Context: an optimization exercise on an open-source flow, tuned for small area, a short achievable clock period and few clock cycles. The choices shown serve that exercise and are no tape-out recipe.
At most, simulation tests tie the RTL to the original design; equivalence was not proved.
No activity file was given, so power comes from the tool's default toggle rates.

08-10:
==> flow/design.v (excerpt) <==
module godmr_core (
    input  wire        clk,
    input  wire        rst,           
    input  wire        req_valid,
    input  wire        req_write,
    input  wire [1:0]  req_size,      
    input  wire [11:0] req_addr,
    input  wire [31:0] req_wdata,
    output reg         resp_valid,
    output reg         resp_err,
    output reg  [31:0] resp_rdata,
    output wire [15:0] qr_code,       
    input  wire        qr_ok          
);
    reg [2:0]   status_err;
    reg [8:0]   crc9;
    reg [15:0]  crc16;
    reg [31:0]  crc32;
    reg [15:0]  sync_hi;
    reg [31:0]  sync_lo;
    reg [15:0]  emb_code;
    reg [7:0]   emb_len;
    reg [3:0]   emb_cc;
    reg [1:0]   emb_lcss;
    reg         emb_valid;
    reg [15:0]  wlen;
    reg [7:0]   b0 [0:52];
    reg [7:0]   b1 [0:52];
    reg [16:0]  wp;      
    reg [16:0]  fp;      
    function integer region;
        input integer k;
        begin
            if (k < 4)       region = 0;
            else if (k < 5)  region = 1;
            else if (k < 8)  region = 2;
            else if (k < 11) region = 3;
            else if (k < 12) region = 4;
            else if (k < 15) region = 5;
            else if (k < 16) region = 6;
            else if (k < 20) region = 7;
            else             region = 8 + (k - 20) / 4;
        end
    endfunction
    function integer flane;
        input integer k;
        begin
            case (k)
                4:  flane = 0;                
                8:  flane = 2;                
                9:  flane = 1;
                10: flane = 0;
                11: flane = 3;                
                12: flane = 2;
                13: flane = 1;
                14: flane = 0;
                default: flane = 3 - (k % 4);
            endcase
        end
    endfunction
    assign qr_code = emb_code;
    reg        q_w;           
    reg [6:0]  q_word;
    reg [31:0] q_wd;
    wire [9:0] word = req_addr[11:2];
    wire size_ok = (req_size == 2'd2) && (req_addr[1:0] == 2'b00);
    reg mapped, ro, wo;
    always @* begin
        mapped = 1'b1;
        ro     = 1'b0;
        wo     = 1'b0;
        case (word)
            10'h000:                          wo = 1'b1;
            10'h001, 10'h004, 10'h005, 10'h006,
            10'h00B, 10'h017:                 ro = 1'b1;
            10'h008, 10'h009, 10'h00A,
  ...
Size: about 3400 cells after synthesis, about 1200 flip-flops, about 100 I/O pins, ~42000 um^2 of cells after synthesis.
Settings: LEC_CHECK=0, CAP_MARGIN=20, CORE_MARGIN=2, CORE_UTILIZATION=40, PLACE_DENSITY=0.6, SETUP_SLACK_MARGIN=2.6, SLEW_MARGIN=20; clock period 5.0 ns.
run.sh (not shown) runs the stock make flow with config.mk's settings and CLKGATE_MAP_FILE= SYNTH_SCRIPT=/design/flow/synth_recipe.tcl, a recipe that flattens the netlist after the stock synthesis.
Testbench counts of 08-10, summed over its fixed seeds: cycles 27,148.
#### Input delta (10-22 over 08-10)
--- a/flow/design.v
+++ b/flow/design.v
@@ -217,12 +217,14 @@
     end
     always @* resp_rdata = rd_a | rd_b;
     reg [31:0] rg0 [0:7];
     reg [31:0] rg1 [0:7];
     reg [2:0]  pw;         
     reg [3:0]  pww;        
+    reg [2:0]  pw1;        
+    reg [3:0]  pww1;       
     reg [3:0]  clr;        
     reg        clr_done;   
     reg        pend;       
     reg        hit_pend;   
     reg [2:0]  p_idx;      
     reg        p_view;     
@@ -263,30 +265,37 @@
         rg1[1] <= we1 ? wdz : rg1[0];
         for (g = 2; g < 8; g = g + 1) begin
             rg0[g] <= rg0[g - 1];
             rg1[g] <= rg1[g - 1];
         end
     end
-    wire [2:0] pw_nx    = pw + 3'd3;
+    wire [2:0] pw_nx    = pw1;
+    wire [2:0] pw_nx2   = pw1 + 3'd3;
     wire       pend_nx  = ring_wait || (pend && !hit_pend);
-    wire [2:0] p_idx_nx = req_valid ? (rr_f ? word[2:0] : (word[2:0] - 3'd5)) : p_idx;
+    wire [2:0] p_idx_nx = rr_f ? word[2:0] : (word[2:0] - 3'd5);
+    wire hp_new = ring_wait && (rr_f ? (word[2:0] == pw1) : (word[3:0] == pww1));
+    wire hp_old = pend && !hit_pend && (p_idx == pw1);
     always @(posedge clk) begin
         if (rst) begin
             pw       <= 3'd0;
             pww      <= 4'd5;
+            pw1      <= 3'd3;
+            pww1     <= 4'd8;
             clr      <= 4'd8;
             clr_done <= 1'b0;
             pend     <= 1'b0;
             hit_pend <= 1'b0;
         end else begin
-            pw       <= pw_nx;
-            pww      <= {1'b0, pw_nx} + 4'd5;
+            pw       <= pw1;
+            pww      <= pww1;
+            pw1      <= pw_nx2;
+            pww1     <= {1'b0, pw_nx2} + 4'd5;
             if (!clr_done) clr <= clr - 4'd1;
             clr_done <= (clr <= 4'd1);
             pend     <= pend_nx;
-            hit_pend <= pend_nx && (clr <= 4'd1) && (p_idx_nx == pw_nx);
+            hit_pend <= (hp_new || hp_old) && (clr <= 4'd1);
         end
         if (req_valid) begin
             p_idx   <= p_idx_nx;
             p_view  <= rr_w;
             p_write <= req_write;
         end
==> notes.md <==
Of 10-22 and 08-10, it is 10-22 that has the higher relative slew slack. Compared 08-10 against 10-22; area occupied by registers within noise. | core footprint | 10-22 vs 08-10 | ≈ equal |. Compared with 08-10, in 10-22 sequential share of power decreased 0.6 points, peak clock frequency supported by timing decreased 8.3%. ~same sequential power in 08-10 and 10-22. A destination of the critical timing path of emb_len[5] is what 08-10 shows, while emb_code[3] belongs to 10-22. Reported for 08-10 and 10-22, depth of the worst hold-timing path turned out identical to the last digit. Count of inserted antenna diode cells in 10-22 is 1 higher than in 08-10.
Function not checked in 10-22: the RTL went through the layout flow alone.


godmr_core, a different RTL version from the one above (not shown whole).
Size in the first run: roughly 0.042 mm^2 of cells after synthesis.
Settings: LEC_CHECK=0, CAP_MARGIN=20, CORE_MARGIN=2, CORE_UTILIZATION=40, PLACE_DENSITY=0.6, SETUP_SLACK_MARGIN=2.6, SLEW_MARGIN=20; clock period 5.0 ns.
Then changed:
--- a/flow/design.v
+++ b/flow/design.v
@@ -113,22 +113,23 @@
     wire l_ext  = o_31 && zz;
     wire l_parse = o_32 && zz;
     wire l_enc  = o_41 && zz;
     wire l_dec  = o_42 && zz;
     wire legal  = l_c9i | l_c9u | l_c9f | l_c16i | l_c16u | l_c16f | l_c32i |
                   l_c32u | l_c32f | l_ext | l_parse | l_enc | l_dec;
-    wire long_op = is_cmd && ((l_c9f && cnt_gt8) || l_c16f || l_c32f || l_ext);
+    wire long_op = is_cmd && ((l_c9f && cnt_gt8) || l_c16f || l_c32f);
     wire w_emb = wr_ok && (word[6:0] == 7'h0A);
+    wire c_ext = is_cmd && l_ext;
     always @(posedge clk) begin
         if (rst) begin
             emb_len  <= 8'd0;
             emb_code <= 16'd0;
         end else if (w_emb) begin
             emb_len  <= req_wdata[31:24];
             emb_code <= req_wdata[15:0];
-        end else if (q_ext) begin
+        end else if (c_ext) begin
             emb_len  <= 8'd16;
             emb_code <= {sync_hi[15:8], sync_lo[7:0]};
         end
     end
     wire [6:0] ra = word[6:0];
     wire r_s  = req_valid & ~ra[6] & ~ra[5] & ~ra[4];   
@@ -206,24 +207,18 @@
                 default: rd_reg = 32'd0;
             endcase
         end
         if (r_f && ri == 4'h7) rd_reg = f_view;
         if (r_f && ri == 4'h8) rd_reg = {16'd0, wlen};
     end
-    reg [31:0] rd_a, rd_b;
-    always @(posedge clk) begin
-        rd_a <= rd_frame;
-        rd_b <= rd_reg | ({32{rd_rf}} & ring_f) | ({32{rd_rw}} & ring_w);
-    end
-    always @* resp_rdata = rd_a | rd_b;
+    always @(posedge clk) resp_rdata <= rd_frame | rd_reg | ({32{rd_rf}} & ring_f) |
+                                        ({32{rd_rw}} & ring_w);
     reg [31:0] rg0 [0:7];
     reg [31:0] rg1 [0:7];
     reg [2:0]  pw;         
     reg [3:0]  pww;        
-    reg [2:0]  pw1;        
-    reg [3:0]  pww1;       
     reg [3:0]  clr;        
     reg        clr_done;   
     reg        pend;       
     reg        hit_pend;   
     reg [2:0]  p_idx;      
     reg        p_view;     
@@ -264,48 +259,41 @@
         rg1[1] <= we1 ? wdz : rg1[0];
         for (g = 2; g < 8; g = g + 1) begin
             rg0[g] <= rg0[g - 1];
             rg1[g] <= rg1[g - 1];
         end
     end
-    wire [2:0] pw_nx    = pw1;
-    wire [2:0] pw_nx2   = pw1 + 3'd3;
+    wire [2:0] pw_nx    = pw + 3'd3;
     wire       pend_nx  = ring_wait || (pend && !hit_pend);
-    wire [2:0] p_idx_nx = rr_f ? word[2:0] : (word[2:0] - 3'd5);
-    wire hp_new = ring_wait && (rr_f ? (word[2:0] == pw1) : (word[3:0] == pww1));
-    wire hp_old = pend && !hit_pend && (p_idx == pw1);
+    wire [2:0] p_idx_nx = req_valid ? (rr_f ? word[2:0] : (word[2:0] - 3'd5)) : p_idx;
     always @(posedge clk) begin
         if (rst) begin
             pw       <= 3'd0;
             pww      <= 4'd5;
-            pw1      <= 3'd3;
-            pww1     <= 4'd8;
             clr      <= 4'd8;
             clr_done <= 1'b0;
             pend     <= 1'b0;
             hit_pend <= 1'b0;
         end else begin
-            pw       <= pw1;
-            pww      <= pww1;
-            pw1      <= pw_nx2;
-            pww1     <= {1'b0, pw_nx2} + 4'd5;
+            pw       <= pw_nx;
+            pww      <= {1'b0, pw_nx} + 4'd5;
             if (!clr_done) clr <= clr - 4'd1;
             clr_done <= (clr <= 4'd1);
             pend     <= pend_nx;
-            hit_pend <= (hp_new || hp_old) && (clr <= 4'd1);
+            hit_pend <= pend_nx && (clr <= 4'd1) && (p_idx_nx == pw_nx);
         end
         if (req_valid) begin
             p_idx   <= p_idx_nx;
             p_view  <= rr_w;
             p_write <= req_write;
         end
     end
     reg        q_cmd;         
     reg        q_ill;         
     reg        q_c9i, q_c9u, q_c9f, q_c16i, q_c16u, q_c16f, q_c32i, q_c32u, q_c32f;
-    reg        q_parse, q_enc, q_dec, q_ext;
+    reg        q_parse, q_enc, q_dec;
     always @(posedge clk) begin
         if (req_valid) begin
             q_wd    <= req_wdata;
             q_word  <= word[6:0];
         end
         q_w     <= wr_ok && !rst;
@@ -318,13 +306,12 @@
         q_c16u  <= is_cmd && l_c16u;
         q_c16f  <= is_cmd && l_c16f;
         q_c32i  <= is_cmd && l_c32i;
         q_c32u  <= is_cmd && l_c32u;
         q_c32f  <= is_cmd && l_c32f;
         q_parse <= is_cmd && l_parse;
-        q_ext   <= is_cmd && l_ext;
         q_enc   <= is_cmd && l_enc;
         q_dec   <= is_cmd && l_dec;
     end
     wire [7:0] q_dat = q_wd[23:16];
     wire [7:0] q_cnt = q_wd[15:8];
     wire dec_ok = q_dec && (wlen == 16'd53);
@@ -505,17 +492,12 @@
                 if (c9_long ? (q_cnt <= 8'd16) : q_c16f) begin
                     hold       <= 1'b0;
                     resp_valid <= 1'b1;
                     resp_err   <= 1'b0;
                 end
             end
-            if (q_ext) begin
-                hold       <= 1'b0;
-                resp_valid <= 1'b1;
-                resp_err   <= 1'b0;
-            end
             if (q_cmd) begin
                 if (q_ill)
                     status_err <= 3'd4;
                 else if (q_dec && !dec_ok)
                     status_err <= 3'd1;
                 else if (q_parse && emb_len != 8'd16)
=>
- total power went down by a few percent
- maximum frequency went down by a few percent
- via count went up by a few percent
- non-clock buffer count went up by 111
- synthesized area went down slightly
- setup slack got worse by 110 ps
Function was not checked in any run of this note: the RTL went through the layout flow alone.

what the ideal ports hide:
The flow's constraints put no driver on any port. The routed layouts listed below were extracted and timed again, unchanged, in two steps. Step 1 assumes that a clkbuf_16 drives the clock port and a buf_2 every other input. Step 2 moves the port delays by t, midway between the first and last clock arrival at a register: inputs arrive t later, outputs are due t later. That takes back most of the time a late clock gives input paths. Slacks: no drivers / after step 1 / after step 2; pairs: no drivers / after step 1.
run	t (ns)	slack for setup (ns)	pins driven straight from the clock port
08-10	0.764	2.360 / 2.391 / 1.627	1
10-22	0.775	2.119 / 2.100 / 1.325	1
the first run of note 2	0.769	2.255 / 2.287 / 1.518	1
the second run of note 2	0.775	2.142 / 2.168 / 1.393	1
After both steps every run listed still meets setup and hold. The setup slack of 10-22, which loses most, moves by -0.019 ns with the drivers and by -0.794 ns with both steps.
